This is an optimization exercise on Yosys and OpenROAD, whose aim is small area and a short achievable clock period, not a production implementation.
Only simulation tests tie the RTL to the original design; equivalence was not proved.
Power figures rest on the tool's default switching activity, not on a simulated workload.

==> flow/design.v, too long to show whole: its modules and the start of the top module <==
// module fsk_rx: 879 lines
module fsk_rx (
    input  wire        clk,
    input  wire        rst,           
    input  wire        in_valid,
    input  wire [15:0] in_i,
    input  wire [15:0] in_q,
    output reg         db_valid,
    output wire [7:0]  db_level,
    output wire [31:0] db_maxsq,
    output reg         hit_valid,
    output reg         byte_valid,
    output wire [7:0]  byte_data,
    output reg         byte_first,
    output reg         byte_last
);
  // ...
==> flow/flow/run.sh <==
#!/bin/bash
set -euo pipefail
bash standard.sh "BUFFER_PORTS_ARGS=-buffer_cell sky130_fd_sc_hd__buf_2" SETUP_SLACK_MARGIN=8.5 finish > standard.log 2>&1
==> flow/standard.sh <==
#!/bin/bash
# synth_recipe.tcl (not shown) runs the flow's synth.tcl, then flattens the netlist and writes it again
# the make line also repeats each setting of config.mk as NAME=value (left out here)
make -C /OpenROAD-flow-scripts/flow DESIGN_CONFIG=/design/flow/config.mk WORK_HOME=/design/flow/orfs CLKGATE_MAP_FILE= SYNTH_SCRIPT=/design/flow/synth_recipe.tcl "${@:-finish}"
==> flow/config.mk <==
export PLATFORM = sky130hd
export DESIGN_NAME = fsk_rx
export DESIGN_NICKNAME = fsk_rx
export VERILOG_FILES = /design/flow/design.v
export SDC_FILE = /design/flow/constraint.sdc
export NUM_CORES = 4
export LEC_CHECK = 0
export CAP_MARGIN = 20
export CORE_MARGIN = 2
export CORE_UTILIZATION = 40
export SLEW_MARGIN = 20
==> flow/constraint.sdc <==
create_clock -name core_clock -period 12.0 [get_ports {clk}]
set_input_delay 2.4000 -clock core_clock [delete_from_list [all_inputs] [get_ports {clk}]]
set_output_delay 2.4000 -clock core_clock [all_outputs]
set_load 0.01 [all_outputs]
==> summary.md, run 1 <==
| Metric | Value |
|---|---|
| Status | complete, no violations |
| Comb pwr | 3.91 mW |
| End point of the critical path | b_gt[0] |
| Cells on worst reg2reg path | 20 |
| Syn Std Cell Area | 29100 um2 |
| First-pass GRT wire length | roughly 140 mm |
| Plain + repair buffers | roughly 240 |
| Fmax | between 200 and 300 MHz |
| Hold slack final | ~340 ps |
| # rows | 98 |
| Top class by area | multi-input gates |
| Synth Area in XOR/XNOR | 0.0247 |
| Synthesis Warnings | 1 |
| Uppermost routed layer | met4 |
| Worst R2R Start | lvl[4] |
| Post-synth top cells | 333 x nand2_1, 286 x dfxtp_1, 280 x inv_1 |
| Routing usage on met2 | 0.350 |
| Layout cell share with drive strength beyond 1 | 0.153 |
| Worst path slowest cell | and3_2 |
| Worst setup path start | lvl[4] |
| Area contributors post-synth | dfxtp_1 20%, fa_1 19%, edfxtp_1 11% |
| Placed cells | around 4100 |
| Min cycle time layout | about 3800 ps |
| Antenna-violating nets left | 0 |
| Utilization after layout | 0.471 |
| Tot Pwr | about 7 mW |
| GRT Max-Usage Layer | met2 |
| Met1 WL | 40.1 mm |
| Syn_nets | 3686 |
| NetSw | about 2.8 mW |
==> inputs of run 2 (changes only) <==
--- a/flow/design.v
+++ b/flow/design.v
@@ -614,30 +614,22 @@
             8'd131: db_thr = 32'd2142396598;
             default: db_thr = {32{r[7]}};    
             endcase
         end
     endfunction
     reg  [7:0] lvl;           
     reg  [7:0] sar_bit;       
     reg        sar_cmp;       
-    reg  [3:0] b_gt;          
-    reg  [3:1] b_eq;          
+    reg [31:0] thr;
     wire [7:0] r_cur   = {~lvl[7], lvl[6:0]};
     wire [7:0] r_trial = r_cur | sar_bit;
-    wire [31:0] thr    = db_thr(r_trial);
-    wire       r_keep  = sar_cmp & (b_gt[3] | (b_eq[3] & (b_gt[2] | (b_eq[2] & (b_gt[1] | (b_eq[1] & b_gt[0]))))));
+    wire       r_keep  = sar_cmp & (xmax >= thr);
     always @(posedge clk) begin
-        b_gt[3] <= (xmax[31:24] >  thr[31:24]);
-        b_gt[2] <= (xmax[23:16] >  thr[23:16]);
-        b_gt[1] <= (xmax[15:8]  >  thr[15:8]);
-        b_gt[0] <= (xmax[7:0]   >= thr[7:0]);
-        b_eq[3] <= (xmax[31:24] == thr[31:24]);
-        b_eq[2] <= (xmax[23:16] == thr[23:16]);
-        b_eq[1] <= (xmax[15:8]  == thr[15:8]);
+        thr <= db_thr(r_trial);
         if (rst) begin
             sar_bit  <= 8'd0;
             sar_cmp  <= 1'b0;
             db_valid <= 1'b0;
         end else begin
             if (buf_done2)
                 sar_bit <= 8'h80;
             else if (sar_cmp)
@@ -686,18 +678,17 @@
     wire da1_two = (na[4] & ~na[3] & ~na[2]) | (~na[4] & na[3] & na[2]);
     wire na1     = na[4];
     wire db0_one = nb[1] ^ nb[0];
     wire db0_two = (nb[2] & ~nb[1] & ~nb[0]) | (~nb[2] & nb[1] & nb[0]);
     wire nb0     = ~nb[2];
     wire db1_one = nb[3] ^ nb[2];
     wire db1_two = (nb[4] & ~nb[3] & ~nb[2]) | (~nb[4] & nb[3] & nb[2]);
     wire nb1     = ~nb[4];
-    reg  acc_clr;               
-    wire acc_en  = ~acc_clr;
+    wire acc_en  = ~st[1];
     wire [21:0] xs_s, xs_c;
   wire xt_1, xt_2, xt_3, xt_4, xt_5, xt_6, xt_7, xt_8, xt_9, xt_10, xt_11, xt_12, xt_13, xt_14, xt_15, xt_16;
   wire xt_17, xt_18, xt_19, xt_20, xt_21, xt_22, xt_23, xt_24, xt_25, xt_26, xt_27, xt_28, xt_29, xt_30, xt_31, xt_32;
   wire xt_33, xt_34, xt_35, xt_36, xt_37, xt_38, xt_39, xt_40, xt_41, xt_42, xt_43, xt_44, xt_45, xt_46, xt_47, xt_48;
   wire xt_49, xt_50, xt_51, xt_52, xt_53, xt_54, xt_55, xt_56, xt_57, xt_58, xt_59, xt_60, xt_61, xt_62, xt_63, xt_64;
   wire xt_65, xt_66, xt_67, xt_68, xt_69, xt_70, xt_71, xt_72, xt_73, xt_74, xt_75, xt_76, xt_77, xt_78, xt_79, xt_80;
   wire xt_81, xt_82, xt_83, xt_84, xt_85, xt_86, xt_87, xt_88, xt_89, xt_90, xt_91, xt_92, xt_93, xt_94, xt_95, xt_96;
   wire xt_97, xt_98, xt_99, xt_100, xt_101, xt_102, xt_103, xt_104;
@@ -803,17 +794,16 @@
   assign xt_100 = (xt_60 & xt_61) | (xt_60 & (((db1_one & pi[14]) | (db1_two & pi[13])) ^ nb1)) | (xt_61 & (((db1_one & pi[14]) | (db1_two & pi[13])) ^ nb1));
   assign xt_101 = ~(xt_62 ^ xt_63);
   assign xt_102 = xt_62 | xt_63;
   assign xt_103 = ~(xt_64 ^ xt_65);
   assign xt_104 = xt_64 | xt_65;
   assign xs_s = {1'b1, 1'b1, xt_104, xt_102, xt_100, xt_98, xt_96, xt_94, xt_92, xt_90, xt_88, xt_86, xt_84, xt_82, xt_80, xt_78, xt_76, xt_74, xt_72, xt_70, xt_68, xt_67};
   assign xs_c = {1'b0, 1'b0, xt_66, xt_103, xt_101, xt_99, xt_97, xt_95, xt_93, xt_91, xt_89, xt_87, xt_85, xt_83, xt_81, xt_79, xt_77, xt_75, xt_73, xt_71, xt_69, nb0};
     always @(posedge clk) begin
-        acc_clr <= st[0];
         ps     <= xs_s;
         pc     <= xs_c;
         acc    <= ({{4{acc[21]}}, acc[21:4]} & {22{acc_en}}) + ps + pc;
         acc_nz <= (acc[3:0] != 4'd0) | (acc_nz & ~st[2]);
     end
     wire bit_valid = st[5];
     wire bit_val   = ~acc[21] & ((acc != 22'd0) | acc_nz);
     function [5:0] sync_next(input [4:0] q, input b);
==> run 2 against run 1 <==
Compared with the run above: still clean on timing, DRC and antenna; sequential share of layout area grew 1.9 points; sequential power grew 7%; hold slack gained 80 ps; area after synthesis grew 1.3%; clock skew grew 15 ps; utilization shrank 1.5 points; power grew 1.5%; largest power group unchanged; highest routed layer unchanged.
==> summary.md, run 2 <==
| Metric | Value |
|---|---|
| Layout Area Growth over Synthesis | 12.6% |
| Synthesis Warnings | 1 (unchanged) |
| DRT iter0 DRCs | between 2000 and 2500 |
| Crit Path Class | register to register |
| Area contributors post-synth | dfxtp_1 21%, fa_1 19%, edfxtp_1 11% |
| Comb power frac | 0.514 |
| Fmax | 271 MHz (+3.4%) |
| Final period utilization | 0.308 |
| Area leader, netlist | dfxtp_1 |
| # hold bufs at CTS | 0 |
| Drt total wl | about 83 mm |
| Total gr overflow | 0 |
| Via/cell ratio | between 5 and 6 |
| Sequential-to-total area share from yosys stat | 0.316 |
| Antenna Cells | 0 |
| Main synth FF type | dfxtp_1 |
| Clock power frac | 0.215 |
| Wire length per cell | about 20 um |
| Commonest cells after routing, fill and taps aside | 370 x inv_1, 329 x nand2_1, 275 x dfxtp_1, 270 x fa_1, 217 x nor2_1 |
| Core area | 73000 um2 |
| Initial core utilization | 0.405 |
| PD cells | about 220 nW/um2 |
| Reg area | roughly 9400 um2 |
| Worst Clk Skew | 29.5 ps |
| Cts bufs inserted | just under 50 |
| Final setup viols | 0 |
| Worst-margin pin slew | around 1200 ps |
| Post-DP HPWL | between 50 and 60 mm |
| Post-synth top cells | 370 x inv_1, 332 x nand2_1, 310 x dfxtp_1 |
| First-pass GRT wire length | 131 mm (-3.8%) |
| Clock sink total | 414 |
| Worst-path clk slew | about 60 ps |
| Status | complete, no violations |
| CTS tree | built |
| CP required | roughly 12000 ps |
| Routed vias | 23100 |
| Vias in the first global route | about 23000 |
| Pint | 4.40 mW |
| Gr usage total | 0.220 |
| Buffers on Ports | 87 |
| GPL Wtd Cong | between 0.9 and 1 |
| Setup TNS | 0 ps |
| Most frequent cell after synthesis | inv_1 |
| Seq pwr share | 0.271 |
| Synth Instances | about 3200 |
| Pin count of the biggest net entering global routing | 55 |
| Leak | between 10 and 15 nW |
| Syn_nets | 3681 (-0.14%) |
| VDD IR max | around 0.14 mV |
| CTS H-Tree Depth | 2 |
| Top Registers | curmax: 32 flops, thr: 32 flops, xmax: 32 flops |
| Layout cell share with drive strength beyond 1 | 0.122 (-0.0315) |
| Ports | 88 |
| Worst-Skew Late Latency | 600 ps |
| Critical Path AT | around 4000 ps |
| CTS root buf | clkbuf_16 |
| NetSw | 2.81 mW (-1.2%) |
| Setup crit start kind | register |
| Fin. max-slew vios | 0 |
| Die Wd | roughly 280 um |
| First-pass DRT Iterations | 7 |
| Worst-path maximum fanout | 16 |
| Max_cap viols | 0 |
| Fraction of registers with async set/reset | 0 |
| Fill cells | roughly 7000 |
| Synthesized area per cell | 9.21 um2 |
| Netlist cell types | 95 |
| Maximum clock path buffer count | 3 |
| Sw frac | 0.389 |
| Slew HR | 0.221 |
| CP Capture Type | register |
| Die Area | 76000 um2 |
| Min cycle time layout | 3690 ps (-126 ps) |
| Hold Vio Cnt, Final | 0 |
| Hold/Removal Path Class | register to register |
| Final nets | between 3000 and 4000 |
| Commonest non-fill, non-tap cell in the layout | inv_1 |
| Yosys reg bits | between 400 and 500 |
| DRC viols | 0 |
| Initial antenna violation count | 0 |
| Syn Std Cell Area | 29500 um2 (+1.3%) |
| Antenna-violating nets left | 0 (unchanged) |
| RSZ-0062 raised after global routing | true |
| Die Height | 276 um |
| Hold slack final | 415 ps (+79.8 ps) |
| # rows | 99 (+1.0%) |
| Multi-input logic area | roughly 18000 um2 |
| EDFF count, synth | 104 |
| Synth top area share | 0.210 |
| FF-to-FF setup slack | around 8300 ps |
[run 2: path summary, 6_finish.rpt]
path / start / to / depth (start not counted)
worst max-delay path: m_t[9] / curmax[12] / 15
worst min-delay path: st[2] / acc_nz / 1
worst max register to register: m_t[9] / curmax[12] / 15
worst min register to register: st[2] / acc_nz / 1
[run 2: cell families (layout without fill, tap and decap cells)]
kind of cell,count (synthesis),count (layout),share of synthesized area
AND/OR/NAND/NOR,972,972,0.162
AO/OA/AOI/OAI,672,672,0.146
buffers and inverters,564,645,0.0733
adder cells (fa/ha/maj),450,450,0.260
flip-flops,414,414,0.316
XOR/XNOR,92,92,0.0273
multiplexers,41,41,0.0162
[run 2: layout make-up]
type                            instances  area share
Tap cell                              959      0.0361
Timing Repair Buffer                  179      0.0384
Clock inverter                         26     0.00854
Clock buffer                           66      0.0435
Multi-Input combinational cell       2227       0.548
Sequential cell                       414       0.283
Inverter                              374      0.0423
[run 2: per-stage QoR]
stage / area, um2 / utilization / power [mW] / setup slack [ps] / instances
after floorplan: 29500 / - / 4.62 / 8010 / 3205
after global placement: 30700 / 0.421 / 5.40 / 8190 / 4095
after detailed placement: 30700 / 0.421 / 5.45 / 8150 / 4095
after CTS: 33000 / 0.452 / 7.18 / 8310 / 4230
after global routing: 33200 / 0.456 / 7.88 / 8180 / 4245
final: 33200 / 0.456 / 7.21 / 8310 / 4245
[run 2: critical path, stage by stage, from the launching register on]
cell,delay [ps]
dfxtp_1,310
fa_1,560
inv_1,60
fa_1,500
inv_1,40
ha_1,290
a21o_1,190
a21o_1,180
a21oi_2,140
nand2_2,80
a41oi_2,190
a21oi_2,60
o311a_1,180
a311oi_4,220
buf_6,190
buf_12,160
[run 2: timing repair]
action	CTS	global route
pin swaps	10	9
gates resized for setup	71	41
setup endpoints to repair	128	119
setup buffers	41	15
cloned	2	0
[run 2: metal layers]
layer | global-route usage | part of all wire
met5 | 0 | 0
met3 | 0.0403 | 0.072
met4 | 0.0728 | 0.032
met2 | 0.334 | 0.43
met1 | 0.315 | 0.46
[run 2: power by group through the flow]
stage               combinational (mW)  sequential, mW  clock, mW
floorplan                         2.71            1.91          0
global placement                  3.42            1.98          0
detailed placement                3.47            1.99          0
CTS                               3.63            1.96       1.59
global route                      4.24            1.98       1.66
finish                            3.70            1.95       1.55
==> inputs of run 3 (changes only) <==
--- a/flow/config.mk
+++ b/flow/config.mk
@@ -8,4 +8,6 @@
 export CAP_MARGIN = 20
 export CORE_MARGIN = 2
 export CORE_UTILIZATION = 40
+export CTS_CLUSTER_DIAMETER = 100
+export CTS_CLUSTER_SIZE = 30
 export SLEW_MARGIN = 20
==> run 3 against run 2 <==
Compared with the run above: global-route usage fell by 0.45 points; final cell count is 1.2% lower; non-clock buffer count increased by 3; routed wire length decreased by 0.71%; power is 9.1% lower; register-to-register slack lost 80 ps; setup slack worse by 77 ps; synthesized cell count unchanged; via count fell by 0.81%; flip-flop and latch count did not move; highest routed layer unchanged.
==> summary.md, run 3 <==
| Metric | Value |
|---|---|
| Min cycle time layout | 3770 ps (+76.7 ps) |
| Core area | 73000 um2 (unchanged) |
| Synth top area share | 0.210 (unchanged) |
| Cts bufs inserted | 22 (-55%) |
| Syn Std Cell Area | 29500 um2 (unchanged) |
| Main synth FF type | dfxtp_1 |
| Sw frac | 0.412 (+0.0233) |
| Gr usage total | 0.215 (-0.00448) |
| Seq pwr share | 0.297 (+0.026) |
| First-pass DRT Iterations | 6 (-1) |
| EDFF count, synth | 104 (unchanged) |
| Routed vias | 23000 (-0.81%) |
| VDD IR max | 0.179 mV (+27%) |
| Final setup viols | 0 (unchanged) |
| Met3 wire length | 5.48 mm (-7.6%) |
| Synth Instances | 3205 (unchanged) |
| Uppermost routed layer | met4 |
| First-pass GRT wire length | 129 mm (-1.4%) |
| Antenna-violating nets left | 0 (unchanged) |
| # rows | 99 (unchanged) |
| Post-route worst setup slack | 8230 ps (-76.7 ps) |
| Yosys reg bits | 414 (unchanged) |
| CTS H-Tree Depth | 1 (-1) |
| Hold/Removal Path Class | register to register |
| Top Registers | curmax: 32 flops, thr: 32 flops, xmax: 32 flops |
| Critical Path AT | 4070 ps (+90 ps) |
| Final period utilization | 0.314 (+0.00639) |
| DRC viols | 0 (unchanged) |
| Via/cell ratio | 5.47 (+0.35%) |
| Placed Area | 30700 um2 (unchanged) |
| Worst-path maximum fanout | 8 (-8) |
| Leak | 13.8 nW (-3.2%) |
| Wire length per cell | 19.6 um (+0.45%) |
| Synthesis Warnings | 1 (unchanged) |
| Worst Clk Skew | 33.6 ps (+4.10 ps) |
| Comb power frac | 0.565 (+0.051) |
| CP Capture Type | register |
| Hold Vio Cnt, Final | 0 (unchanged) |
| Commonest non-fill, non-tap cell in the layout | inv_1 |
| Crit Path Class | register to register |
| Max_cap viols | 0 (unchanged) |
| Layout Area Growth over Synthesis | 9.51% |
| Area leader, netlist | dfxtp_1 |
| Post-Layout Inst Area | 32300 um2 (-2.8%) |
| RSZ-0062 raised after global routing | true |
| Die Area | 76000 um2 (unchanged) |
| NetSw | 2.70 mW (-3.6%) |
| Utilization after layout | 0.443 (-0.0126) |
| Setup TNS | 0 ps (unchanged) |
| Layout cell share with drive strength beyond 1 | 0.111 (-0.0105) |
| Final nets | 3697 (-0.64%) |
| Worst-path clk slew | 100 ps (+40 ps) |
| Initial antenna violation count | 0 (unchanged) |
| Sequential-to-total area share from yosys stat | 0.316 (unchanged) |
| Fmax | 265 MHz (-2.0%) |
| Clock sink total | 414 (unchanged) |
| Worst-Skew Late Latency | 580 ps (-20 ps) |
| Initial core utilization | 0.405 (unchanged) |
| Commonest cells after routing, fill and taps aside | 370 x inv_1, 328 x nand2_1, 273 x dfxtp_1, 270 x fa_1, 217 x nor2_1 |
| Pin count of the biggest net entering global routing | 55 (unchanged) |
| Vias in the first global route | 22300 (-1.6%) |
| Fraction of registers with async set/reset | 0 (unchanged) |
| Post-placement setup slack | 8150 ps (unchanged) |
| Setup crit start kind | register |
| Drt total wl | 82.4 mm (-0.71%) |
| Met1 WL | 38.5 mm (about the same) |
| Buffers on Ports | 87 (unchanged) |
| Most frequent cell after synthesis | inv_1 |
| DRT iter0 DRCs | 2347 (+8.6%) |
| Final cell count without fillers | 4196 (-1.2%) |
| PD cells | 203 nW/um2 (-6.5%) |
| CP required | 12300 ps (about the same) |
| Hold slack final | 425 ps (+9.99 ps) |
| Total gr overflow | 0 (unchanged) |
| Die Wd | 276 um (unchanged) |
| Synthesized area per cell | 9.21 um2 (unchanged) |
| Maximum clock path buffer count | 3 (unchanged) |
| Post-DP HPWL | 59.5 mm (unchanged) |
| Post-synth top cells | 370 x inv_1, 332 x nand2_1, 310 x dfxtp_1 |
| Antenna Cells | 0 (unchanged) |
| Clock power frac | 0.138 (-0.077) |
| Netlist cell types | 95 (unchanged) |
| Die Height | 276 um (unchanged) |
| Placed cells | 4095 (unchanged) |
| Status | complete, no violations |
| CTS tree | built |
| Tot Pwr | 6.55 mW (-9.1%) |
| GPL Wtd Cong | 0.996 (unchanged) |
| Area contributors post-synth | dfxtp_1 21%, fa_1 19%, edfxtp_1 11% |
| CTS root buf | clkbuf_16 |
| Pint | 3.85 mW (-13%) |
| Fin. max-slew vios | 0 (unchanged) |
| Ports | 88 (unchanged) |
| WL met2 | 35.7 mm (-0.18%) |
| Worst-margin pin slew | 1120 ps (-41.3 ps) |
| Slew HR | 0.249 (+0.0276) |
| Syn_nets | 3681 (unchanged) |
-- run 3: cell counts after synthesis --
No cell type changed its count.
-- run 3: worst paths after layout --
| path | startpoint | end | slack [ps] | cells after the start |
|---|---|---|---|---|
| worst max-delay path | m_t[3] | curmax[16] | 8230 | 13 |
| worst min register to register | st[2] | acc_nz | 420 | 1 |
| worst min-delay path | st[2] | acc_nz | 420 | 1 |
| worst max register to register | m_t[3] | curmax[16] | 8230 | 13 |
-- run 3: routing by layer --
metal / vias up / track usage
li1: 10800 / -
met2: 833 / 0.330
met1: 11100 / 0.312
met4: 0 / 0.0653
met5: - / 0
met3: 178 / 0.0331
-- run 3: logic make-up after synthesis --
kind of cell	Yosys count	share of synthesized area
compound gates	672	0.146
fa+ha+maj	450	0.260
xor+xnor	92	0.0273
buf+inv	564	0.0733
simple gates	972	0.162
mux	41	0.0162
flops	414	0.316
-- run 3: timing repair --
action,in CTS,in global routing
gates cloned,0,3
pin swaps,8,24
setup buffers,33,25
resized for setup,56,55
hold buffers,0,0
endpoints found under the setup margin,134,123
-- run 3: layout make-up --
cell class | instances | area, um2
Clock buffer | 28 | 604
Clock inverter | 12 | 185
Fill cell | 7088 | 40600
Inverter | 374 | 1410
Multi-Input combinational cell | 2227 | 18200
Sequential cell | 414 | 9420
Tap cell | 959 | 1200
Timing Repair Buffer | 182 | 1270
-- run 3: power groups by stage --
| stage | Sequential (mW) | Combinational, mW | Clock, mW |
|---|---|---|---|
| after CTS | 1.95 | 3.52 | 0.947 |
| after global placement | 1.98 | 3.42 | 0 |
| after floorplan | 1.91 | 2.71 | 0 |
| final | 1.95 | 3.70 | 0.902 |
| after global routing | 1.98 | 4.25 | 0.994 |
| after detailed placement | 1.99 | 3.47 | 0 |
-- run 3: critical path: stages, from the launching register on --
cell	delay, ps
dfxtp_2	340
fa_2	590
fa_1	400
ha_1	280
nand2_1	60
nor3_1	40
o21a_1	170
o21a_1	170
o21a_1	160
o21a_1	210
o311a_1	360
a311oi_4	360
buf_6	190
clkbuf_16	160
==> inputs of run 4 (changes only) <==
--- a/flow/config.mk
+++ b/flow/config.mk
@@ -9,5 +9,5 @@
 export CORE_MARGIN = 2
 export CORE_UTILIZATION = 40
 export CTS_CLUSTER_DIAMETER = 100
-export CTS_CLUSTER_SIZE = 30
+export CTS_CLUSTER_SIZE = 25
 export SLEW_MARGIN = 20
==> run 4 against run 3 <==
Compared with the run above: cell area is essentially flat; flip-flop and latch count is the same; combinational power grew 2%; global-route usage grew 0.091 points; routed wire length shrank 0.15%; still clean on timing, DRC and antenna; sequential power is essentially flat; clock power shrank 2%.
==> summary.md, run 4 <==
| Metric | Value |
|---|---|
| Status | complete, no violations |
| Synthesized area per cell | 9.21 um2 (unchanged) |
| Worst-path clk slew | 100 ps (about the same) |
| Routed vias | 22900 (-0.052%) |
| Area contributors post-synth | dfxtp_1 21%, fa_1 19%, edfxtp_1 11% |
| Synth Instances | 3205 (unchanged) |
| First-pass DRT Iterations | 6 (unchanged) |
| VDD IR max | 0.146 mV (-18%) |
| # rows | 99 (unchanged) |
| Antenna Cells | 0 (unchanged) |
| Area leader, netlist | dfxtp_1 |
| Crit path cell chain | fa_1, inv_1, fa_1, inv_1, ha_1, a21o_1, a21o_1, a21oi_2, nand2_2, a41oi_2, a21oi_2, o311a_1, a311oi_4, buf_6, clkbuf_16 |
| Hold/Removal Path Class | register to register |
| Maximum clock path buffer count | 3 (unchanged) |
| CTS H-Tree Depth | 1 (unchanged) |
| CP delay by family, top | adder cells |
| Vias in the first global route | 22400 (+0.52%) |
| Final period utilization | 0.308 (-0.00603) |
| Max_cap viols | 0 (unchanged) |
| Clock sink total | 414 (unchanged) |
| Critical Path AT | 3980 ps (-90 ps) |
| Initial antenna violation count | 0 (unchanged) |
| Layout Area Growth over Synthesis | 9.53% (about the same) |
| Reg area | 9420 um2 (about the same) |
| Min cycle time layout | 3700 ps (-72.4 ps) |
| Final nets | 3705 (+0.22%) |
| Fraction of registers with async set/reset | 0 (unchanged) |
| Hold slack final | 425 ps (+0.133 ps) |
| RSZ-0062 raised after global routing | true |
| Drt total wl | 82.2 mm (-0.15%) |
| Die Wd | 276 um (unchanged) |
| Post-synth top cells | 370 x inv_1, 332 x nand2_1, 310 x dfxtp_1 |
| Leak | 13.8 nW (+0.16%) |
| CP Capture Type | register |
| Sequential-to-total area share from yosys stat | 0.316 (unchanged) |
| Commonest cells after routing, fill and taps aside | 369 x inv_1, 328 x nand2_1, 275 x dfxtp_1, 269 x fa_1, 217 x nor2_1 |
| Final setup viols | 0 (unchanged) |
| Post-DP HPWL | 59.5 mm (unchanged) |
| Buffers on Ports | 87 (unchanged) |
| Initial core utilization | 0.405 (unchanged) |
| Core area | 73000 um2 (unchanged) |
| Fin. max-slew vios | 0 (unchanged) |
| Die Area | 76000 um2 (unchanged) |
| Most frequent cell after synthesis | inv_1 |
| Wire length per cell | 19.6 um (-0.30%) |
| Setup crit start kind | register |
| DRT iter0 DRCs | 2120 (-9.7%) |
| Layout cell share with drive strength beyond 1 | 0.112 (+0.00103) |
| Worst-Skew Late Latency | 590 ps (about the same) |
| Worst-path maximum fanout | 8 (unchanged) |
| Synth top area share | 0.210 (unchanged) |
| Slowest stage delay, CP | 560 ps (-30 ps) |
| Commonest non-fill, non-tap cell in the layout | inv_1 |
| Syn Std Cell Area | 29500 um2 (unchanged) |
| Die Height | 276 um (unchanged) |
| CP required | 12290 ps (about the same) |
| Synthesis Warnings | 1 (unchanged) |
| Tot Pwr | 6.59 mW (+0.61%) |
| Total gr overflow | 0 (unchanged) |
| Via/cell ratio | 5.46 (-0.19%) |
| Worst Clk Skew | 29.6 ps (-3.97 ps) |
| Gr usage total | 0.216 (+0.000907) |
| Setup TNS | 0 ps (unchanged) |
| Pin count of the biggest net entering global routing | 55 (unchanged) |
| Fill cells | 7087 (-0.014%) |
| Antenna-violating nets left | 0 (unchanged) |
| Ports | 88 (unchanged) |
| GPL Wtd Cong | 0.996 (unchanged) |
| CTS tree | built |
| EDFF count, synth | 104 (unchanged) |
| Cts bufs inserted | 23 (+4.5%) |
| Syn_nets | 3681 (unchanged) |
| Multi-input logic area | 18200 um2 (about the same) |
| Hold Vio Cnt, Final | 0 (unchanged) |
| Yosys reg bits | 414 (unchanged) |
| Crit Path Class | register to register |
| Worst path slowest cell | fa_1 |
| Main synth FF type | dfxtp_1 |
| # hold bufs at CTS | 0 (unchanged) |
| Top Registers | curmax: 32 flops, thr: 32 flops, xmax: 32 flops |
| Netlist cell types | 95 (unchanged) |
| CP bufs+invs | 4 (+2) |
| First-pass GRT wire length | 130 mm (+0.44%) |
| Slew HR | 0.271 (+0.0220) |
| DRC viols | 0 (unchanged) |
| Fmax | 271 MHz (+2.0%) |
| PD cells | 204 nW/um2 (+0.59%) |
| Worst-margin pin slew | 1090 ps (-32.9 ps) |
| CTS root buf | clkbuf_16 |
[run 4: cell counts after synthesis]
Identical to the previous run, type by type.
[run 4: cells by family (layout without fill, tap and decap cells)]
logic type                 count (synthesis)  count (layout)  share of synthesized area
muxes                                     41              41                     0.0162
DFF                                      414             414                      0.316
and+or+nand+nor                          972             972                      0.162
AOI/OAI and AO/OA                        672             672                      0.146
buffers and inverters                    564             602                     0.0733
xor gates and xnor gates                  92              92                     0.0273
adders and majority gates                450             450                      0.260
[run 4: worst paths after layout]
check,from,to,slack (ps),cells after the start
hold reg to reg,last1,buf_done2,430,2
hold / removal,last1,buf_done2,430,2
setup reg to reg,m_t[9],curmax[1],8310,15
setup / recovery,m_t[9],curmax[1],8310,15
[run 4: timing repair]
item,CTS,global route
cloned,2,1
gates resized for setup,65,48
setup endpoints to repair,131,121
pin swaps,9,21
setup buffers,41,24
[run 4: tightest hold or removal path: cells and delay by family (launching register included)]
| family | cells | cell delay, ps |
|---|---|---|
| flip-flops | 1 | 310 |
| AND/OR/NAND/NOR | 2 | 80 |
[run 4: report_power, final]
group	switching [mW]	total (mW)	internal [mW]	leakage, nW
logic	2.04	3.76	1.72	9.93
clock network	0.489	0.884	0.394	0.355
registers	0.166	1.95	1.78	3.52
total	2.69	6.59	3.90	13.8
[run 4: metal layers]
| metal | share of wire | global-route usage | routed length, um |
|---|---|---|---|
| met2 | 0.43 | 0.332 | 35500 |
| met3 | 0.071 | 0.0334 | 5820 |
| met1 | 0.46 | 0.312 | 38100 |
| met4 | 0.034 | 0.0661 | 2770 |
| met5 | 0 | 0 | 0 |
[run 4: stage by stage]
stage	cells	area (um2)	setup slack, ps	utilization
3_5_place_dp	4095	30700	8150	0.421
6_report	4202	32300	8310	0.443
2_1_floorplan	3205	29500	8010	-
3_3_place_gp	4095	30700	8190	0.421
5_1_grt	4202	32300	8190	0.443
4_1_cts	4177	32000	8320	0.438
[run 4: layout make-up]
| cell class | instances | share of cell area |
|---|---|---|
| inverter | 374 | 0.0435 |
| timing repair buffer | 189 | 0.0417 |
| tap | 959 | 0.0371 |
| sequential | 414 | 0.291 |
| clock buffer | 30 | 0.0186 |
| clock inverter | 9 | 0.00399 |
| multi-input combinational | 2227 | 0.564 |
==> inputs of run 5 (changes only) <==
==> flow/flow/run.sh (replaced) <==
#!/bin/bash
set -euo pipefail
bash standard.sh "BUFFER_PORTS_ARGS=-buffer_cell sky130_fd_sc_hd__buf_2" SETUP_SLACK_MARGIN=8.65 finish > standard.log 2>&1
--- a/flow/config.mk
+++ b/flow/config.mk
@@ -8,6 +8,4 @@
 export CAP_MARGIN = 20
 export CORE_MARGIN = 2
 export CORE_UTILIZATION = 40
-export CTS_CLUSTER_DIAMETER = 100
-export CTS_CLUSTER_SIZE = 25
 export SLEW_MARGIN = 20
==> run 5 against run 4 <==
Compared with the run above: routed wire length is 2.1% higher; critical endpoint is now db_maxsq[20]; cell area increased by 3.9%; critical path type is now register to output pin; sequential share of layout area fell by 1.0 points; critical path depth fell by 14; synthesized cell count did not move; maximum frequency is 0.44% higher; die area stayed put; clock-buffer cell count up 32; flip-flop and latch count stayed put; first-iteration DRC count up 12%.
==> summary.md, run 5 <==
| Metric | Value |
|---|---|
| Status | complete, no violations |
| Slew HR | 0.320 (+0.0496) |
| RSZ-0062 raised after global routing | true |
| # hold bufs at CTS | 0 (unchanged) |
| VDD IR max | 0.161 mV (+10%) |
| CTS H-Tree Depth | 2 (+1) |
| Worst path slowest cell | edfxtp_1 |
| Syn_nets | 3681 (unchanged) |
| Drt total wl | 84.0 mm (+2.1%) |
| Antenna-violating nets left | 0 (unchanged) |
| Most frequent cell after synthesis | inv_1 |
| Commonest non-fill, non-tap cell in the layout | inv_1 |
| Via/cell ratio | 5.43 (-0.47%) |
| # rows | 99 (unchanged) |
| Worst-path maximum fanout | 2 (-6) |
| Synthesized area per cell | 9.21 um2 (unchanged) |
| Top Registers | curmax: 32 flops, thr: 32 flops, xmax: 32 flops |
| First-pass GRT wire length | 131 mm (+1.1%) |
| Die Height | 276 um (unchanged) |
| Post-placement setup slack | 8160 ps (+10.5 ps) |
| Post-synth top cells | 370 x inv_1, 332 x nand2_1, 310 x dfxtp_1 |
| Syn Std Cell Area | 29500 um2 (unchanged) |
| Die Area | 76000 um2 (unchanged) |
| Core area | 73000 um2 (unchanged) |
| CP delay by family, top | flip-flops |
| Hold/Removal Path Class | register to register |
| Pin count of the biggest net entering global routing | 52 (-5.5%) |
| Post-route worst setup slack | 8320 ps (+16.2 ps) |
| Leak | 14.4 nW (+4.4%) |
| Sequential-to-total area share from yosys stat | 0.316 (unchanged) |
| Main synth FF type | dfxtp_1 |
| Commonest cells after routing, fill and taps aside | 367 x inv_1, 327 x nand2_1, 272 x dfxtp_1, 270 x fa_1, 215 x nor2_1 |
| Synth Instances | 3205 (unchanged) |
| Initial core utilization | 0.405 (unchanged) |
| Layout Area Growth over Synthesis | 13.8% |
| Min cycle time layout | 3680 ps (-16.2 ps) |
| Initial antenna violation count | 1 (+1) |
| Area leader, netlist | dfxtp_1 |
| Maximum clock path buffer count | 3 (unchanged) |
| Worst Clk Skew | 30.4 ps (+0.858 ps) |
| Synthesis Warnings | 1 (unchanged) |
| Final period utilization | 0.307 (-0.00135) |
| GPL Wtd Cong | 1.01 (+1.1%) |
| Layout cell share with drive strength beyond 1 | 0.139 (+0.0265) |
| First-pass DRT Iterations | 7 (+1) |
| EDFF count, synth | 104 (unchanged) |
| Ports | 88 (unchanged) |
| Vias in the first global route | 22500 (+0.34%) |
| Fin. max-slew vios | 0 (unchanged) |
| Cts bufs inserted | 47 (+100%) |
| Die Wd | 276 um (unchanged) |
| Gr usage total | 0.220 (+0.00437) |
| DRT iter0 DRCs | 2380 (+12%) |
| CP bufs+invs | 1 (-3) |
| Final setup viols | 0 (unchanged) |
| Fmax | 272 MHz (+0.44%) |
| Hold Vio Cnt, Final | 0 (unchanged) |
| Crit path cell chain | buf_6 |
| PD cells | 215 nW/um2 (+5.2%) |
| Antenna Cells | 0 (unchanged) |
| CP Capture Type | output pin |
| Post-DP HPWL | 59.5 mm (about the same) |
| Worst-Skew Late Latency | 590 ps (about the same) |
| Clock sink total | 414 (unchanged) |
| Synth top area share | 0.210 (unchanged) |
| Total gr overflow | 0 (unchanged) |
| Critical Path AT | 1280 ps (-2700 ps) |
| Worst-margin pin slew | 1020 ps (-73.1 ps) |
| Setup crit start kind | register |
| Wire length per cell | 19.6 um (+0.21%) |
| Yosys reg bits | 414 (unchanged) |
| Max_cap viols | 0 (unchanged) |
| Setup TNS | 0 ps (unchanged) |
| Area contributors post-synth | dfxtp_1 21%, fa_1 19%, edfxtp_1 11% |
| Crit Path Class | register to output pin |
| DRC viols | 0 (unchanged) |
| Netlist cell types | 95 (unchanged) |
| Buffers on Ports | 87 (unchanged) |
| Worst-path clk slew | 60 ps (-40 ps) |
| Fraction of registers with async set/reset | 0 (unchanged) |
| CTS root buf | clkbuf_16 |
| Final nets | 3759 (+1.5%) |
| Routed vias | 23300 (+1.4%) |
| CP required | 9600 ps (-2690 ps) |
| Slowest stage delay, CP | 520 ps (-40 ps) |
| CTS tree | built |
run 5: final timing paths:
path / from / endpoint / slack, ps / depth (start not counted)
min: last1 / buf_done2 / 420 / 2
min reg2reg: last1 / buf_done2 / 420 / 2
max: xmax[20] / db_maxsq[20] / 8320 / 1
max reg2reg: m_t[3] / curmax[20] / 8330 / 13
run 5: cell families after synthesis:
group,Yosys count,share of synthesized area
simple gates,972,0.162
compound gates,672,0.146
buf+inv,564,0.0733
fa+ha+maj,450,0.260
flops,414,0.316
xor+xnor,92,0.0273
mux,41,0.0162
run 5: what timing repair did:
item                       in CTS  in global routing
gates resized for setup       103                 63
pin swaps                      12                 28
cloned                          2                  1
buffers inserted               48                 47
setup endpoints to repair     189                166
run 5: through the flow:
stage	power [mW]	cell area, um2	std cells	hold WS (ps)	utilization
6_report	7.21	33600	4281	420	0.460
5_1_grt	7.86	33600	4281	440	0.460
4_1_cts	7.07	33000	4233	423	0.452
3_5_place_dp	5.43	30700	4095	407	0.421
3_3_place_gp	5.40	30700	4095	406	0.421
2_1_floorplan	4.62	29600	3205	386	-
run 5: where the power goes:
group	switching (mW)	internal [mW]	total [mW]	leakage (nW)
Sequential	0.157	1.79	1.94	3.52
Clock	0.607	0.825	1.43	0.765
Combinational	2.10	1.73	3.83	10.1
Total	2.86	4.34	7.21	14.4
run 5: final cells by class:
cell class	instances	area (um2)
clock buffers	62	1320
well taps	959	1200
multi-input cells	2227	18400
fillers	6959	39400
clock inverters	26	230
inverters	374	1410
repair buffers	219	1660
flip-flops and latches	414	9440
run 5: layer usage:
| metal | GRT usage | share of wire | up-vias |
|---|---|---|---|
| met5 | 0 | 0 | - |
| met4 | 0.0789 | 0.036 | 0 |
| met3 | 0.0398 | 0.077 | 216 |
| met2 | 0.329 | 0.43 | 972 |
| met1 | 0.319 | 0.46 | 11100 |
| li1 | - | - | 11000 |
==> inputs of run 6 (changes only) <==
==> flow/flow/run.sh (replaced) <==
#!/bin/bash
set -euo pipefail
bash standard.sh "BUFFER_PORTS_ARGS=-buffer_cell sky130_fd_sc_hd__buf_2" SETUP_SLACK_MARGIN=8.5 \
  "CTS_ARGS=-sink_clustering_enable -repair_clock_nets -sink_clustering_size 30 -sink_clustering_max_diameter 100 -dont_use_dummy_load" \
  finish > standard.log 2>&1
--- a/flow/config.mk
+++ b/flow/config.mk
@@ -8,4 +8,6 @@
 export CAP_MARGIN = 20
 export CORE_MARGIN = 2
 export CORE_UTILIZATION = 40
+export CTS_CLUSTER_DIAMETER = 100
+export CTS_CLUSTER_SIZE = 30
 export SLEW_MARGIN = 20
==> run 6 against run 5 <==
Compared with the run above: flip-flop and latch count unchanged; synthesized cell count unchanged; combinational power is essentially flat; cell area decreased by 4.1%; die area stayed put; via count is 1.2% lower; power decreased by 9.6%; still clean; sequential share of layout area increased by 1.1 points; final cell count shrank 2.2%; register-to-register slack about the same; first-iteration DRC count is 13% lower; global-route usage fell by 0.43 points.
==> summary.md, run 6 <==
| Metric | Value |
|---|---|
| CP Capture Type | register |
| Post-synth top cells | 370 x inv_1, 332 x nand2_1, 310 x dfxtp_1 |
| Die Height | 276 um (unchanged) |
| Multi-input logic area | 18300 um2 (-0.41%) |
| Fraction of registers with async set/reset | 0 (unchanged) |
| Ports | 88 (unchanged) |
| Max_cap viols | 0 (unchanged) |
| Drt total wl | 82.3 mm (-1.9%) |
| Syn Std Cell Area | 29500 um2 (unchanged) |
| Worst-path maximum fanout | 8 (+6) |
| Final setup viols | 0 (unchanged) |
| CTS tree | built |
| PD cells | 202 nW/um2 (-5.7%) |
| Status | complete, no violations |
| Crit Path Class | register to register |
| Total gr overflow | 0 (unchanged) |
| Maximum clock path buffer count | 3 (unchanged) |
| Pin count of the biggest net entering global routing | 55 (+5.8%) |
| Post-DP HPWL | 59.5 mm (about the same) |
| Layout Area Growth over Synthesis | 9.21% |
| Fmax | 272 MHz (+0.11%) |
| Critical Path AT | 3980 ps (+2700 ps) |
| Initial antenna violation count | 0 (-1) |
| VDD IR max | 0.164 mV (+1.8%) |
| Leak | 13.7 nW (-4.7%) |
| Hold/Removal Path Class | register to register |
| Vias in the first global route | 22400 (-0.45%) |
| Area leader, netlist | dfxtp_1 |
| Slowest stage delay, CP | 610 ps (+90 ps) |
| Area contributors post-synth | dfxtp_1 21%, fa_1 19%, edfxtp_1 11% |
| Die Wd | 276 um (unchanged) |
| Worst-Skew Late Latency | 580 ps (about the same) |
| Placed Area | 30700 um2 (unchanged) |
| Crit path cell chain | fa_2, inv_1, fa_1, inv_1, ha_1, a21o_1, a21o_1, a21oi_2, o21ai_2, a21oi_2, o311ai_4, a311oi_4, buf_6, clkbuf_16 |
| Worst path slowest cell | fa_2 |
| CTS H-Tree Depth | 1 (-1) |
| Commonest non-fill, non-tap cell in the layout | inv_1 |
| Synthesized area per cell | 9.21 um2 (unchanged) |
| Slew HR | 0.245 (-0.0750) |
| Commonest cells after routing, fill and taps aside | 369 x inv_1, 328 x nand2_1, 273 x dfxtp_1, 270 x fa_1, 217 x nor2_1 |
| Wire length per cell | 19.7 um (+0.26%) |
| First-pass DRT Iterations | 6 (-1) |
| Die Area | 76000 um2 (unchanged) |
| GPL Wtd Cong | 0.996 (-1.1%) |
| Reg area | 9420 um2 (-0.15%) |
| # hold bufs at CTS | 0 (unchanged) |
| Clock sink total | 414 (unchanged) |
| Fin. max-slew vios | 0 (unchanged) |
| Buffers on Ports | 87 (unchanged) |
| Yosys reg bits | 414 (unchanged) |
| EDFF count, synth | 104 (unchanged) |
| Synth top area share | 0.210 (unchanged) |
| First-pass GRT wire length | 130 mm (-1.2%) |
| Worst Clk Skew | 58.9 ps (+28.5 ps) |
| Final period utilization | 0.306 (-0.000337) |
| CP required | 12300 ps (+2700 ps) |
| Setup TNS | 0 ps (unchanged) |
| Cts bufs inserted | 22 (-53%) |
| RSZ-0062 raised after global routing | true |
| Synth Instances | 3205 (unchanged) |
| Layout cell share with drive strength beyond 1 | 0.112 (-0.0263) |
| Main synth FF type | dfxtp_1 |
| Syn_nets | 3681 (unchanged) |
| Antenna-violating nets left | 0 (unchanged) |
| CTS root buf | clkbuf_16 |
| Core area | 73000 um2 (unchanged) |
| Top Registers | curmax: 32 flops, thr: 32 flops, xmax: 32 flops |
| Routed vias | 23000 (-1.2%) |
| DRC viols | 0 (unchanged) |
| Gr usage total | 0.216 (-0.00435) |
| Via/cell ratio | 5.49 (+1.0%) |
| Min cycle time layout | 3670 ps (-4.05 ps) |
| Fill cells | 7090 (+1.9%) |
| Initial core utilization | 0.405 (unchanged) |
| DRT iter0 DRCs | 2060 (-13%) |
| # rows | 99 (unchanged) |
| Sequential-to-total area share from yosys stat | 0.316 (unchanged) |
| Netlist cell types | 95 (unchanged) |
| Final nets | 3705 (-1.4%) |
| Hold Vio Cnt, Final | 0 (unchanged) |
| Post-Layout Inst Area | 32200 um2 (-4.1%) |
| Most frequent cell after synthesis | inv_1 |
| Worst-margin pin slew | 1130 ps (+111 ps) |
| Setup crit start kind | register |
| Worst-path clk slew | 100 ps (+40 ps) |
| Synthesis Warnings | 1 (unchanged) |
-- run 6: changes by cell type in the layout (fill, tap and decap cells not counted), moves of 5 or more --
cell,change
clkbuf_1,-8
clkbuf_16,-27
buf_4,-24
buf_2,+8
dfxtp_4,-5
clkinv_2,-12
buf_6,-12
-- run 6: layout make-up --
type | count | area share
Inverter | 374 | 0.0436
Clock buffer | 22 | 0.0171
Sequential cell | 414 | 0.292
Timing Repair Buffer | 190 | 0.0427
Antenna cell | 1 | 0.0000776
Multi-Input combinational cell | 2227 | 0.567
Tap cell | 959 | 0.0372
-- run 6: path summary, 6_finish.rpt --
path	cells after the start	slack, ps	endpoint	startpoint
worst min register to register	1	390	nb[11]	nb[15]
worst max-delay path	14	8330	curmax[15]	m_s[21]
worst max register to register	14	8330	curmax[15]	m_s[21]
worst min-delay path	1	390	nb[11]	nb[15]
-- run 6: metrics by stage --
step	std cells	hold slack (ps)	setup WS, ps	utilization	total power, mW
after global placement	4095	406	8190	0.421	5.40
after floorplan	3205	386	8010	-	4.62
final	4187	388	8330	0.442	6.52
after detailed placement	4095	413	8150	0.421	5.45
after CTS	4164	395	8290	0.436	6.39
after global routing	4186	405	8170	0.442	7.18
-- run 6: what timing repair did --
item,in CTS,in global routing
cloned,2,1
pin swaps,10,17
gates resized for setup,68,57
setup buffers,45,21
setup endpoints to repair,138,132
-- run 6: where the power goes --
part           switching, mW  internal [mW]
Combinational           2.07           1.73
Clock                  0.439          0.327
Sequential             0.167           1.78
Total                   2.68           3.84
-- run 6: kinds of logic (layout without fill, tap and decap cells) --
group	Yosys count	count (layout)	share of synthesized area
AND/OR/NAND/NOR	972	972	0.162
adder cells (fa/ha/maj)	450	450	0.260
XOR/XNOR	92	92	0.0273
flip-flops	414	414	0.316
other	0	1	0
buffers and inverters	564	586	0.0733
multiplexers	41	41	0.0162
AO/OA/AOI/OAI	672	672	0.146
-- run 6: worst max-delay path, delay by kind of cell (launching register included) --
family	cells	cell delay, ps
AOI/OAI and AO/OA	7	1260
adders and majority gates	3	1370
buffers and inverters	4	440
DFF	1	330
-- run 6: metal layers --
metal | part of all wire | track usage
met1 | 0.46 | 0.312
met2 | 0.43 | 0.332
met3 | 0.072 | 0.0329
met4 | 0.031 | 0.0663
met5 | 0 | 0
==> inputs of run 7 (changes only) <==
==> flow/flow/run.sh (replaced) <==
#!/bin/bash
set -euo pipefail
bash standard.sh "BUFFER_PORTS_ARGS=-buffer_cell sky130_fd_sc_hd__buf_2" SETUP_SLACK_MARGIN=8.5 \
  "CTS_ARGS=-sink_clustering_enable -repair_clock_nets -sink_clustering_size 25 -sink_clustering_max_diameter 100 -dont_use_dummy_load" \
  finish > standard.log 2>&1
--- a/flow/config.mk
+++ b/flow/config.mk
@@ -9,5 +9,5 @@
 export CORE_MARGIN = 2
 export CORE_UTILIZATION = 40
 export CTS_CLUSTER_DIAMETER = 100
-export CTS_CLUSTER_SIZE = 30
+export CTS_CLUSTER_SIZE = 25
 export SLEW_MARGIN = 20
==> run 7 against run 6 <==
Compared with the run above: sequential power barely moved; routed wire length barely moved; power fell by 0.80%; non-clock buffer count fell by 4; area after synthesis did not move; cell area fell by 0.34%; largest cell class unchanged; utilization fell by 0.15 points; synthesized cell count did not move; largest power group unchanged; flip-flop and latch count did not move; setup slack got worse by 74 ps; critical endpoint is now curmax[17].
==> summary.md, run 7 <==
| Metric | Value |
|---|---|
| Tot Pwr | 6.47 mW (-0.80%) |
| Final setup viols | 0 (unchanged) |
| Worst Clk Skew | 46.2 ps (-12.7 ps) |
| Area contributors post-synth | dfxtp_1 21%, fa_1 19%, edfxtp_1 11% |
| Die Height | 276 um (unchanged) |
| Layout Area Growth over Synthesis | 8.84% |
| First-pass DRT Iterations | 7 (+1) |
| Clock sink total | 414 (unchanged) |
| Final nets | 3702 (-0.081%) |
| Most frequent cell after synthesis | inv_1 |
| Syn Std Cell Area | 29500 um2 (unchanged) |
| Maximum clock path buffer count | 3 (unchanged) |
| Initial core utilization | 0.405 (unchanged) |
| Die Wd | 276 um (unchanged) |
| # hold bufs at CTS | 0 (unchanged) |
| Synth top area share | 0.210 (unchanged) |
| Antenna-violating nets left | 0 (unchanged) |
| Commonest non-fill, non-tap cell in the layout | inv_1 |
| VDD IR max | 0.147 mV (-10%) |
| CP required | 12280 ps (-20 ps) |
| Fin. max-slew vios | 0 (unchanged) |
| Synth Instances | 3205 (unchanged) |
| Drt total wl | 82.4 mm (about the same) |
| Worst-path maximum fanout | 8 (unchanged) |
| Commonest cells after routing, fill and taps aside | 369 x inv_1, 328 x nand2_1, 275 x dfxtp_1, 270 x fa_1, 217 x nor2_1 |
| Ports | 88 (unchanged) |
| Setup crit start kind | register |
| Placed cells | 4095 (unchanged) |
| CTS H-Tree Depth | 1 (unchanged) |
| Cts bufs inserted | 23 (+4.5%) |
| Total gr overflow | 0 (unchanged) |
| Worst-Skew Late Latency | 580 ps (about the same) |
| EDFF count, synth | 104 (unchanged) |
| Final period utilization | 0.312 (+0.00617) |
| Post-synth top cells | 370 x inv_1, 332 x nand2_1, 310 x dfxtp_1 |
| Final cell count without fillers | 4183 (-0.096%) |
| Worst-path clk slew | 90 ps (about the same) |
| Leak | 13.7 nW (-0.21%) |
| Post-route worst setup slack | 8250 ps (-74.0 ps) |
| Antenna Cells | 0 (-1) |
| Hold/Removal Path Class | register to register |
| Min cycle time layout | 3750 ps (+74.0 ps) |
| Hold Path Depth | 1 (unchanged) |
| Main synth FF type | dfxtp_1 |
| Critical Path AT | 4030 ps (+50 ps) |
| Cells on worst reg2reg path | 13 (-1) |
| Layout cell share with drive strength beyond 1 | 0.109 (-0.00362) |
| RSZ-0062 raised after global routing | true |
| Via/cell ratio | 5.48 (-0.27%) |
| Fraction of registers with async set/reset | 0 (unchanged) |
| First-pass GRT wire length | 129 mm (-0.22%) |
| Area leader, netlist | dfxtp_1 |
| Synthesis Warnings | 1 (unchanged) |
| Buffers on Ports | 87 (unchanged) |
| Initial antenna violation count | 0 (unchanged) |
| CTS root buf | clkbuf_16 |
| Synthesized area per cell | 9.21 um2 (unchanged) |
| Hold Crit Start | nb[15] |
| FF-to-FF setup slack | 8250 ps (-70 ps) |
| Crit Path Class | register to register |
| Yosys reg bits | 414 (unchanged) |
| Max_cap viols | 0 (unchanged) |
| Vias in the first global route | 22300 (-0.23%) |
| Worst R2R Start | m_t[3] |
| CTS tree | built |
| Post-placement setup slack | 8150 ps (unchanged) |
| Hold Vio Cnt, Final | 0 (unchanged) |
| Setup TNS | 0 ps (unchanged) |
| Status | complete, no violations |
| CP Capture Type | register |
| PD cells | 201 nW/um2 (-0.46%) |
| DRC viols | 0 (unchanged) |
| Pin count of the biggest net entering global routing | 55 (unchanged) |
| Netlist cell types | 95 (unchanged) |
| Core area | 73000 um2 (unchanged) |
| DRT iter0 DRCs | 2121 (+3.0%) |
| Top Registers | curmax: 32 flops, thr: 32 flops, xmax: 32 flops |
| Syn_nets | 3681 (unchanged) |
| FF-to-FF End | curmax[17] |
| Post-DP HPWL | 59.5 mm (unchanged) |
| # rows | 99 (unchanged) |
| Die Area | 76000 um2 (unchanged) |
| Worst-margin pin slew | 1120 ps (-6.06 ps) |
| Gr usage total | 0.215 (-0.000792) |
| Wire length per cell | 19.7 um (+0.17%) |
| GPL Wtd Cong | 0.996 (unchanged) |
| Routed vias | 22900 (-0.37%) |
| Fmax | 267 MHz (-2.0%) |
| Hold path endpoint | nb[11] |
| Sequential-to-total area share from yosys stat | 0.316 (unchanged) |
| Slew HR | 0.249 (+0.00406) |
run 7: cells by family (layout without fill, tap and decap cells):
family,Yosys count,in the layout,synth area share
AOI/OAI and AO/OA,672,672,0.146
xor gates and xnor gates,92,92,0.0273
adders and majority gates,450,450,0.260
buffers and inverters,564,583,0.0733
DFF,414,414,0.316
muxes,41,41,0.0162
and+or+nand+nor,972,972,0.162
run 7: area by class of cell:
type	count	area [um2]
fill	7098	40800
multi-input combinational	2227	18200
sequential	414	9410
inverter	374	1410
timing repair buffer	186	1300
tap	959	1200
clock buffer	23	576
run 7: per-stage QoR:
stage,hold slack [ps],instance area (um2),utilization
3_5_place_dp,413,30700,0.421
5_1_grt,421,32100,0.440
2_1_floorplan,386,29500,-
3_3_place_gp,406,30700,0.421
4_1_cts,407,31700,0.435
6_report,402,32100,0.440
run 7: how the worst max path moves through the flow:
stage                        from          to  slack, ps  depth (start not counted)
after CTS                 m_t[13]  curmax[27]       8260                         14
final                      m_t[3]  curmax[17]       8250                         13
after global placement    m_t[21]   curmax[0]       8190                         13
after floorplan            m_t[3]   curmax[0]       8010                         11
after detailed placement  m_t[21]   curmax[0]       8150                         13
after global routing      m_c[13]  curmax[17]       8090                         15
run 7: report_power, final:
group	internal [mW]	switching, mW	leakage [nW]
clock network	0.341	0.440	0.283
logic	1.70	2.04	9.91
registers	1.78	0.166	3.52
run 7: layer usage:
metal | share of wire | up-vias | track usage
met2 | 0.43 | 859 | 0.330
met1 | 0.46 | 11100 | 0.313
met5 | 0 | - | 0
met4 | 0.032 | 0 | 0.0639
met3 | 0.069 | 169 | 0.0335
li1 | - | 10800 | -
run 7: what timing repair did:
action	CTS	global route
endpoints found under the setup margin	130	123
hold endpoints to repair	0	0
resized for setup	55	52
pin swaps	10	21
gates cloned	0	3
buffers inserted	39	23
run 7: worst max-delay path: stages, from the launching register on:
cell and delay [ps]:
dfxtp_2 330, fa_2 590, fa_1 400, ha_1 280, nand2_1 60, nor3_1 40
o21a_1 170, o21a_1 170, o21a_1 160, o21a_1 200, o311a_1 360, a311oi_4 360
buf_6 180, clkbuf_16 150
==> inputs of run 8 (changes only) <==
==> flow/flow/run.sh (replaced) <==
#!/bin/bash
set -euo pipefail
bash standard.sh "BUFFER_PORTS_ARGS=-buffer_cell sky130_fd_sc_hd__buf_2" SETUP_SLACK_MARGIN=8.1 finish > standard.log 2>&1
==> run 8 against run 7 <==
Compared with the run above: via count fell by 0.65%; critical path depth rose by 1; largest cell class unchanged; die area did not move; critical endpoint is now curmax[19]; flip-flop and latch count did not move; synthesized cell count did not move; hold slack improved by 23 ps; highest routed layer unchanged; power fell by 0.65%.
==> summary.md, run 8 <==
| Metric | Value |
|---|---|
| Fill cells | 7147 (+0.69%) |
| DRC viols | 0 (unchanged) |
| Initial core utilization | 0.405 (unchanged) |
| Cts bufs inserted | 23 (unchanged) |
| Crit Path Class | register to register |
| Wire length per cell | 19.7 um (+0.12%) |
| Layout Area Growth over Synthesis | 6.89% |
| Maximum clock path buffer count | 3 (unchanged) |
| Setup crit start kind | register |
| Worst-path clk slew | 100 ps (about the same) |
| Sequential-to-total area share from yosys stat | 0.316 (unchanged) |
| First-pass GRT wire length | 129 mm (-0.46%) |
| Worst path slowest cell | fa_1 |
| Most frequent cell after synthesis | inv_1 |
| # rows | 99 (unchanged) |
| Area leader, netlist | dfxtp_1 |
| Layout cell share with drive strength beyond 1 | 0.0780 (-0.0309) |
| Ports | 88 (unchanged) |
| CTS tree | built |
| Worst-path maximum fanout | 8 (unchanged) |
| Post-DP HPWL | 59.5 mm (unchanged) |
| Die Wd | 276 um (unchanged) |
| Final period utilization | 0.314 (+0.00139) |
| RSZ-0062 raised after global routing | false |
| Setup TNS | 0 ps (unchanged) |
| Post-synth top cells | 370 x inv_1, 332 x nand2_1, 310 x dfxtp_1 |
| CP Capture Type | register |
| Post-route worst setup slack | 8230 ps (-16.6 ps) |
| Area contributors post-synth | dfxtp_1 21%, fa_1 19%, edfxtp_1 11% |
| # hold bufs at CTS | 0 (unchanged) |
| EDFF count, synth | 104 (unchanged) |
| Fin. max-slew vios | 0 (unchanged) |
| Die Height | 276 um (unchanged) |
| Antenna Cells | 0 (unchanged) |
| Status | complete, no violations |
| Netlist cell types | 95 (unchanged) |
| CTS H-Tree Depth | 1 (unchanged) |
| Commonest cells after routing, fill and taps aside | 370 x inv_1, 331 x nand2_1, 302 x dfxtp_1, 273 x fa_1, 218 x nor2_1 |
| First-pass DRT Iterations | 6 (-1) |
| Max_cap viols | 0 (unchanged) |
| Worst-Skew Late Latency | 590 ps (about the same) |
| Fmax | 266 MHz (-0.44%) |
| Worst-margin pin slew | 1140 ps (+20.1 ps) |
| Total gr overflow | 0 (unchanged) |
| Final nets | 3642 (-1.6%) |
| Die Area | 76000 um2 (unchanged) |
| Synthesis Warnings | 1 (unchanged) |
| Slowest stage delay, CP | 570 ps (-20 ps) |
| PD cells | 204 nW/um2 (+1.2%) |
| Post-placement setup slack | 8150 ps (unchanged) |
| Final setup viols | 0 (unchanged) |
| Synthesized area per cell | 9.21 um2 (unchanged) |
| Pin count of the biggest net entering global routing | 55 (unchanged) |
| Drt total wl | 81.6 mm (-0.93%) |
| Top Registers | curmax: 32 flops, thr: 32 flops, xmax: 32 flops |
| Hold Vio Cnt, Final | 0 (unchanged) |
| Fraction of registers with async set/reset | 0 (unchanged) |
| Min cycle time layout | 3770 ps (+16.6 ps) |
| Syn_nets | 3681 (unchanged) |
| Via/cell ratio | 5.50 (+0.40%) |
| Yosys reg bits | 414 (unchanged) |
| Hold/Removal Path Class | register to register |
| Routed vias | 22800 (-0.65%) |
| Initial antenna violation count | 0 (unchanged) |
| Slew HR | 0.236 (-0.0135) |
| GPL Wtd Cong | 0.996 (unchanged) |
| Antenna-violating nets left | 0 (unchanged) |
| Syn Std Cell Area | 29500 um2 (unchanged) |
| Main synth FF type | dfxtp_1 |
| Core area | 73000 um2 (unchanged) |
| Crit path cell chain | fa_1, inv_1, fa_1, inv_1, ha_1, a21o_1, a21o_1, a21oi_1, nand2_2, a41oi_2, a21oi_2, o311a_1, a311oi_4, clkbuf_16 |
| Commonest non-fill, non-tap cell in the layout | inv_1 |
| Worst Clk Skew | 28.8 ps (-17.4 ps) |
| DRT iter0 DRCs | 2122 (+0.047%) |
| CP required | 12280 ps (about the same) |
| Vias in the first global route | 22100 (-0.85%) |
| VDD IR max | 0.145 mV (-1.8%) |
| Tot Pwr | 6.42 mW (-0.65%) |
| Buffers on Ports | 87 (unchanged) |
| Critical Path AT | 4050 ps (+20 ps) |
| CTS root buf | clkbuf_16 |
| Clock sink total | 414 (unchanged) |
| Leak | 13.4 nW (-1.9%) |
| Synth Instances | 3205 (unchanged) |
| Synth top area share | 0.210 (unchanged) |
| Gr usage total | 0.214 (-0.000908) |
## run 8: cell count changes in the layout (fill, tap and decap cells not counted), sizes merged
cell | before | now
buf | 184 | 125
clkbuf | 25 | 31
inv | 372 | 377
clkinv | 2 | 5
bufinv | 0 | 1
## run 8: final cells by class
type	count	area [um2]	share of cell area
Clock buffer	30	602	0.0191
Inverter	374	1410	0.0446
Clock inverter	9	129	0.00409
Tap cell	959	1200	0.0380
Timing Repair Buffer	126	762	0.0242
Multi-Input combinational cell	2227	18100	0.574
Sequential cell	414	9340	0.296
## run 8: final timing paths
kind / from / end / slack [ps] / cells after the start
max: m_t[9] / curmax[19] / 8230 / 14
min: last1 / buf_done2 / 420 / 2
max reg2reg: m_t[9] / curmax[19] / 8230 / 14
min reg2reg: last1 / buf_done2 / 420 / 2
## run 8: per-stage QoR
step / util / cell area (um2) / hold WS, ps / std cells
after floorplan: - / 29500 / 386 / 3205
after global routing: 0.432 / 31500 / 442 / 4139
after global placement: 0.421 / 30700 / 406 / 4095
after CTS: 0.431 / 31400 / 429 / 4134
after detailed placement: 0.421 / 30700 / 413 / 4095
final: 0.432 / 31500 / 425 / 4139
## run 8: logic make-up (layout without fill, tap and decap cells)
family | Yosys count | count (layout) | synth area share
xor gates and xnor gates | 92 | 92 | 0.0273
muxes | 41 | 41 | 0.0162
and+or+nand+nor | 972 | 972 | 0.162
AOI/OAI and AO/OA | 672 | 672 | 0.146
DFF | 414 | 414 | 0.316
buffers and inverters | 564 | 539 | 0.0733
adders and majority gates | 450 | 450 | 0.260
## run 8: critical path: cells and delay by family, from the launching register on
kind                     cells  cell delay (ps)
AO/OA/AOI/OAI                7             1360
adder cells (fa/ha/maj)      3             1370
buffers and inverters        3              340
flip-flops                   1              320
AND/OR/NAND/NOR              1               90
## run 8: where the power goes
| group | switching, mW | internal, mW |
|---|---|---|
| sequential | 0.166 | 1.78 |
| clock | 0.488 | 0.394 |
| combinational | 1.98 | 1.61 |
| total | 2.63 | 3.79 |
## run 8: timing repair
action                     CTS  global route
setup buffers                0             3
setup endpoints to repair    0            43
resized for setup            0            18
## run 8: metal layers
layer / GRT usage / vias up / wire length (um)
met1: 0.312 / 11000 / 38000
met2: 0.327 / 895 / 35100
met4: 0.0654 / 0 / 2670
li1: - / 10700 / -
met3: 0.0329 / 170 / 5870
met5: 0 / - / 0
==> inputs of run 9 (changes only) <==
==> flow/flow/run.sh (replaced) <==
#!/bin/bash
set -euo pipefail
bash standard.sh "BUFFER_PORTS_ARGS=-buffer_cell sky130_fd_sc_hd__buf_2" SETUP_SLACK_MARGIN=8.3 finish > standard.log 2>&1
--- a/flow/config.mk
+++ b/flow/config.mk
@@ -7,7 +7,7 @@
 export LEC_CHECK = 0
 export CAP_MARGIN = 20
 export CORE_MARGIN = 2
-export CORE_UTILIZATION = 40
+export CORE_UTILIZATION = 55
 export CTS_CLUSTER_DIAMETER = 100
 export CTS_CLUSTER_SIZE = 25
 export SLEW_MARGIN = 20
==> run 9 against run 8 <==
Compared with the run above: still clean on timing, DRC and antenna; power increased by 4.8%; final cell count down 6.0%; combinational power grew 8.4%; routed wire length up 5.3%; sequential power hardly changed; cell area increased by 0.11%; largest cell class unchanged.
==> summary.md, run 9 <==
| Metric | Value |
|---|---|
| Status | complete, no violations |
| Setup TNS | 0 ps (unchanged) |
| Commonest non-fill, non-tap cell in the layout | inv_1 |
| Hold Crit Start | last1 |
| Post-placement setup slack | 7600 ps (-553 ps) |
| RSZ-0062 raised after global routing | true |
| Tot Pwr | 6.73 mW (+4.8%) |
| Synthesis Warnings | 1 (unchanged) |
| Post-Layout Inst Area | 31600 um2 (+0.11%) |
| Die Height | 236 um (-15%) |
| NetSw | 2.82 mW (+6.9%) |
| Final setup viols | 0 (unchanged) |
| Gr usage total | 0.302 (+0.0874) |
| CP Capture Type | register |
| Synth top area share | 0.210 (unchanged) |
| DRT iter0 DRCs | 2204 (+3.9%) |
| Top Registers | curmax: 32 flops, thr: 32 flops, xmax: 32 flops |
| Fin. max-slew vios | 0 (unchanged) |
| Post-synth top cells | 370 x inv_1, 332 x nand2_1, 310 x dfxtp_1 |
| Syn_nets | 3681 (unchanged) |
| Total gr overflow | 0 (unchanged) |
| Pin count of the biggest net entering global routing | 54 (-1.8%) |
| FF-to-FF setup slack | 8310 ps (+70 ps) |
| First-pass DRT Iterations | 8 (+2) |
| FF-to-FF End | curmax[17] |
| Syn Std Cell Area | 29500 um2 (unchanged) |
| Final period utilization | 0.308 (-0.00604) |
| Vias in the first global route | 22800 (+3.2%) |
| Worst-margin pin slew | 1060 ps (-80.8 ps) |
| Maximum clock path buffer count | 3 (unchanged) |
| Worst-path clk slew | 100 ps (about the same) |
| Yosys reg bits | 414 (unchanged) |
| Placed cells | 3824 (-6.6%) |
| Worst setup path start | m_s[23] |
| Hold Path Depth | 2 (unchanged) |
| Post-route worst setup slack | 8310 ps (+72.5 ps) |
| GPL Wtd Cong | 0.970 (-2.6%) |
| Netlist cell types | 95 (unchanged) |
| Clock power frac | 0.132 (-0.005) |
| Area leader, netlist | dfxtp_1 |
| Initial core utilization | 0.559 (+0.155) |
| Utilization after layout | 0.599 (+0.166) |
| Die Area | 55500 um2 (-27%) |
| Fmax | 271 MHz (+2.0%) |
| Die Wd | 236 um (-15%) |
| Ports | 88 (unchanged) |
| Routed vias | 23600 (+3.8%) |
| Fraction of registers with async set/reset | 0 (unchanged) |
| CTS tree | built |
| Hold path endpoint | buf_done2 |
| Worst-Skew Late Latency | 570 ps (-20 ps) |
| Slew HR | 0.290 (+0.0541) |
| Buffers on Ports | 87 (unchanged) |
| Antenna-violating nets left | 0 (unchanged) |
| Hold slack final | 430 ps (+4.85 ps) |
| Placed Area | 30400 um2 (-1.1%) |
| Seq pwr share | 0.290 (-0.014) |
| Final nets | 3662 (+0.55%) |
| Pint | 3.92 mW (+3.4%) |
| VDD IR max | 0.211 mV (+46%) |
| Comb power frac | 0.578 (+0.019) |
| Fill cells | 4613 (-35%) |
| Sw frac | 0.418 (+0.00801) |
| Worst Clk Skew | 28.7 ps (-0.0945 ps) |
| Antenna Cells | 0 (unchanged) |
| Clock sink total | 414 (unchanged) |
| Via/cell ratio | 6.07 (+10%) |
| Setup crit start kind | register |
| Worst-path maximum fanout | 4 (-4) |
| Leak | 13.6 nW (+0.83%) |
| Crit Path Class | register to register |
-- run 9: cell counts after synthesis --
No cell type changed its count.
-- run 9: repair_timing --
| action | CTS | global route |
|---|---|---|
| gates resized for setup | 14 | 60 |
| setup endpoints to repair | 68 | 99 |
| setup buffers | 8 | 13 |
| cloned | 0 | 4 |
| hold buffers | 0 | 0 |
| pin swaps | 4 | 28 |
-- run 9: layout make-up --
type,instances,area [um2],share of cell area
Timing Repair Buffer,145,915,0.0290
Multi-Input combinational cell,2228,18300,0.579
Clock inverter,8,133,0.00420
Clock buffer,33,613,0.0194
Tap cell,688,861,0.0273
Sequential cell,414,9360,0.296
Inverter,374,1410,0.0445
-- run 9: worst max path at each step --
stage / to / slack [ps] / depth (start not counted)
after floorplan: curmax[0] / 8010 / 11
after global placement: curmax[30] / 7690 / 13
after detailed placement: curmax[31] / 7600 / 13
after CTS: curmax[24] / 8270 / 13
after global routing: curmax[17] / 8210 / 16
final: curmax[17] / 8310 / 14
-- run 9: kinds of logic after synthesis --
group                    count (synthesis)  synth area share
adder cells (fa/ha/maj)                450             0.260
flip-flops                             414             0.316
AND/OR/NAND/NOR                        972             0.162
XOR/XNOR                                92            0.0273
buffers and inverters                  564            0.0733
multiplexers                            41            0.0162
AO/OA/AOI/OAI                          672             0.146
-- run 9: power groups by stage --
stage / Clock, mW / Combinational, mW / Sequential [mW]
6_report: 0.889 / 3.89 / 1.95
5_1_grt: 0.961 / 4.33 / 1.98
4_1_cts: 0.916 / 3.56 / 1.95
3_5_place_dp: 0 / 3.51 / 1.99
3_3_place_gp: 0 / 3.39 / 1.97
2_1_floorplan: 0 / 2.71 / 1.91
-- run 9: per-layer routing --
metal,routed length [um],global-route usage,share of wire,up-vias
met1,37800,0.428,0.44,11600
met2,38700,0.477,0.45,1097
li1,-,-,-,10700
met4,3150,0.102,0.037,0
met5,0,0,0,-
met3,6380,0.0407,0.074,215
-- run 9: critical path, cell delays in order (launching register included) --
cell and delay, ps:
dfxtp_1 330, fa_1 560, inv_1 60, fa_1 510, inv_1 50, ha_1 310
nand4_1 140, buf_4 170, nor4_4 270, nand3b_1 200, o311ai_4 130, a311oi_4 290
buf_6 180, buf_6 120, clkbuf_16 130

Check on run 9: ideal ports give 8.307 ns setup slack; a clkbuf_16 on the clock port and buf_2 on the inputs give 8.266 ns; moving port delays by the midpoint clock arrival (0.621 ns) as well gives 8.307 ns.
